Background: an optimization exercise with open tools, aiming at small area, a short achievable clock period and few clock cycles. Do not read the settings as production practice.
At most, simulation tests tie the RTL to the original design; equivalence was not proved.

Design ipc_core, start of the top module:
module ipc_core #(
    parameter LEFT_TH              = 2,
    parameter RIGHT_TH             = 1,
    parameter HAZARD_TH            = 1,
    parameter CNT_W                = 16,
    parameter BCNT_W               = 8,
    parameter DIR_W                = 8,
    parameter PERSIST_VERSION      = 16'h0001,
    parameter ADDR_W               = 16,
    parameter STORE_OFFSET         = 0,
    parameter MIN_SAVE_INTERVAL_MS = 32'd10000
) (
    input  wire          clk,
    input  wire          rst,
    input  wire          cmd_valid,
    output wire          cmd_ready,
    input  wire [15:0]   cmd,
    output wire          rsp_valid,
    output wire [3:0]    rsp_status,
    input  wire          flag_1,
    input  wire          flag_2,
    input  wire          flag_buz,
    input  wire [31:0]   now_ms,
    input  wire [31:0]   wall_s,
    output reg  [1:0]    owner,
    output reg           left_led,
    output reg           right_led,
    output reg           buz_out,
    output wire [15:0]   buz_duty,
    output wire [7:0]    pat_byte,
    output reg           pat_valid,
    output reg           nv_req,
    output reg           nv_we,
    output wire [ADDR_W-1:0] nv_addr,
    output wire [7:0]    nv_len,
    output wire [159:0]  nv_wdata,
    input  wire          nv_done,
    input  wire          nv_ok,
    input  wire [159:0]  nv_rdata,
    output wire [15:0]   rec_version,
    output reg  [15:0]   rec_crc,
  ...
Size: about 300 flip-flops, about 20000 µm² of cells after synthesis.
clock: 5.0 ns
lec_check: 0
abc_clock_period_in_ps: 3500
cap_margin: 20
core_margin: 2
core_utilization: 50
place_density: 0.7
setup_slack_margin: 1.0
slew_margin: 20
standard.sh (not shown) runs the stock make flow with config.mk's settings and CLKGATE_MAP_FILE= SYNTH_SCRIPT=/design/flow/synth_recipe.tcl, a recipe that flattens the netlist after the stock synthesis.
==> flow/flow/run.sh <==
#!/bin/bash
# The standard layout, with every input and output port buffered by a
# sky130_fd_sc_hd__buf_1 instead of the default port buffer cell.
set -euo pipefail
bash standard.sh BUFFER_PORTS_ARGS="-buffer_cell sky130_fd_sc_hd__buf_1" finish > standard_flow.log 2>&1
The baseline finished with timing, DRC and antenna clean.
Change:
--- a/flow/design.v
+++ b/flow/design.v
@@ -37,25 +37,25 @@
     input  wire          nv_done,
     input  wire          nv_ok,
     input  wire [159:0]  nv_rdata,
     output wire [15:0]   rec_version,
     output reg  [15:0]   rec_crc,
     output reg  [31:0]   power_on_count,
     output reg  [31:0]   runtime_minutes,
     output reg  [31:0]   service_count,
     output reg  [31:0]   last_service_ts
 );
     localparam BPC   = 2;                
     localparam NSTEP = 16 / BPC;
-    localparam IW    = (NSTEP > 1) ? $clog2(NSTEP) : 1;
+    localparam IW    = 3;                
     localparam [1:0] IDLE = 2'd0, LEFT = 2'd1, RIGHT = 2'd2, HAZARD = 2'd3;
     localparam [3:0] ST_OK = 4'h0, ST_CORRUPT = 4'h1, ST_IO_ERROR = 4'h2,
                      ST_NOT_DUE = 4'h3, ST_ILLEGAL = 4'hF;
     localparam [3:0] OP_ARB_TICK = 4'h1, OP_BUZ_DIR = 4'h2, OP_PAT_DIR = 4'h3,
                      OP_PS_LOAD = 4'h8, OP_PS_SAVE_NOW = 4'h9,
                      OP_PS_SAVE_IF_DUE = 4'hA, OP_PS_POWER_ON = 4'hB,
                      OP_PS_MINUTE = 4'hC, OP_PS_SERVICE = 4'hD;
     localparam [15:0] CRC_ZERO = 16'h6A0A;
     localparam [1:0] B_SAVE = 2'd0,      
                      B_NVW  = 2'd1,      
                      B_NVR  = 2'd2,      
                      B_LCHK = 2'd3;      
@@ -136,27 +136,57 @@
     wire       op0     = (operand == 8'd0);
     wire do_arb  = acc & hi0 & (opcode == OP_ARB_TICK) & (cmd[7:3] == 5'd0);
     wire do_buz  = acc & hi0 & (opcode == OP_BUZ_DIR);
     wire do_pat  = acc & hi0 & (opcode == OP_PAT_DIR);
     wire do_load = acc & hi0 & op0 & (opcode == OP_PS_LOAD);
     wire do_snow = acc & hi0 & op0 & (opcode == OP_PS_SAVE_NOW);
     wire do_sdue = acc & hi0 & op0 & (opcode == OP_PS_SAVE_IF_DUE);
     wire do_pon  = acc & hi0 & op0 & (opcode == OP_PS_POWER_ON);
     wire do_min  = acc & hi0 & op0 & (opcode == OP_PS_MINUTE);
     wire do_svc  = acc & hi0 & op0 & (opcode == OP_PS_SERVICE);
     wire legal   = do_arb | do_buz | do_pat | do_load | do_snow | do_sdue |
                    do_pon | do_min | do_svc;
-    wire due      = dirty && !(w_done && nv_ok) &&
-                    ((now_ms - last_save_ms) >= MIN_SAVE_INTERVAL_MS);
+    wire due      = dirty && !(w_done && nv_ok) && interval_over(now_ms, last_save_ms);
     wire do_save  = do_snow | (do_sdue & due);       
+    function carry32;
+        input [31:0] a;
+        input [31:0] b;
+        input        cin;
+        reg [31:0] g, p;
+        integer w, k;
+        begin
+            g = a & b;
+            p = a | b;
+            for (w = 1; w < 32; w = w * 2)
+                for (k = 0; k + w < 32; k = k + 2 * w) begin
+                    g[k] = g[k + w] | (p[k + w] & g[k]);
+                    p[k] = p[k + w] & p[k];
+                end
+            carry32 = g[0] | (p[0] & cin);
+        end
+    endfunction
+    function interval_over;
+        input [31:0] now;
+        input [31:0] last;
+        reg [31:0] c, s, k;
+        reg        b, c2;
+        begin
+            c  = 32'd0 - MIN_SAVE_INTERVAL_MS;
+            s  = now ^ ~last ^ c;
+            k  = (now & ~last) | (now & c) | (~last & c);
+            b  = carry32(now, ~last, 1'b1);
+            c2 = carry32(s, {k[30:0], 1'b1}, 1'b0);
+            interval_over = b ? (c2 & k[31]) : (c2 | k[31]);
+        end
+    endfunction
     reg [1:0] a_owner;
     reg       a_sup_l, a_sup_r, a_sup_h;
     reg       a_left_led, a_right_led, a_left_cnt;
     reg       b_l, b_r, b_h;
     reg       rise_l, rise_r, rise_h, fall_l, fall_r, fall_h;
     reg       trig_l, trig_r, trig_h;
     always @(*) begin
         b_l = operand[0];
         b_r = operand[1];
         b_h = operand[2];
         a_owner     = owner;
         a_sup_l     = sup_l;
@@ -235,25 +265,25 @@
             pat_valid <= 1'b0;
             if (crc_run) begin
                 crc_acc <= crc_next;
                 crc_idx <= crc_idx + 1'b1;
                 if (crc_last) begin
                     crc_run <= 1'b0;
                     crc_val <= 1'b1;
                 end
             end
             if (!rdy) begin
                 case (bstate)
                 B_SAVE: begin
-                    if (crc_val) begin
+                    if (crc_val | crc_last) begin
                         nv_req  <= 1'b1;
                         nv_we   <= 1'b1;
                         bstate  <= B_NVW;
                     end
                 end
                 B_NVW: begin
                     rec_crc <= crc_acc;
                     if (nv_done) begin
                         nv_req <= 1'b0;
                         if (nv_ok) begin
                             last_save_ms <= now_q;
                             dirty        <= 1'b0;
@@ -382,25 +412,25 @@
             if (do_pon) begin
                 power_on_count <= power_on_count + 32'd1;
                 dirty          <= 1'b1;
             end
             if (do_min | do_svc | do_pon) begin
                 crc_acc <= 16'hFFFF;
                 crc_idx <= {IW{1'b0}};
                 crc_run <= 1'b1;
                 crc_val <= 1'b0;
             end
             if (do_sdue & !due) rsp_st <= ST_NOT_DUE;
             if (do_snow | do_sdue | do_pon) now_q <= now_ms;
-            if (do_save & crc_val) begin
+            if (do_save & (crc_val | crc_last)) begin
                 nv_req  <= 1'b1;
                 nv_we   <= 1'b1;
                 bstate  <= B_NVW;
                 rsp_v   <= 1'b0;
                 rdy     <= 1'b0;
             end else if (do_save | do_pon) begin
                 bstate  <= B_SAVE;
                 rsp_v   <= 1'b0;
                 rdy     <= 1'b0;
             end
             if (do_load) begin
                 crc_run <= 1'b0;                 
Result: Worst setup slack improved by 130 ps. Wire length hardly moves. Synthesized area grows slightly. Via count shrinks by a few percent. Synthesized cell count shrinks by a few percent.
Testbench counts after the change, summed over its fixed seeds: cycles 25,579.
Function not checked in the first run of this note: the RTL went through the layout flow alone.

-- static timing again, ports no longer ideal --
The results above use ideal ports. As a check the final layouts listed here were re-extracted and re-timed, cells and wires unchanged. Step 1 assumes that a clkbuf_16 drives the clock port and a buf_2 every other input. Step 2 also shifts input and output timing later by t, the mid clock arrival at the registers, as if the neighbouring blocks saw the same clock. Slacks: ideal ports / drivers / drivers and shift; pairs: ideal ports / drivers.
| run | shift t [ns] | setup slack, ns | hold WS [ns] | worst setup path at the end | worst slew at a driven data input, ns |
|---|---|---|---|---|---|
| the first run | 0.603 | 1.148 / 1.177 / 0.574 | 0.454 / 0.454 / 0.454 | input to register | 0.21 |
| the second run | 0.609 | 1.281 / 1.234 / 0.851 | 0.460 / 0.460 / 0.460 | input to register | 0.20 |
After both steps setup and hold are still met in every run listed. The setup slack of the first run, which loses most, moves by +0.029 ns with the drivers and by -0.574 ns with both steps.
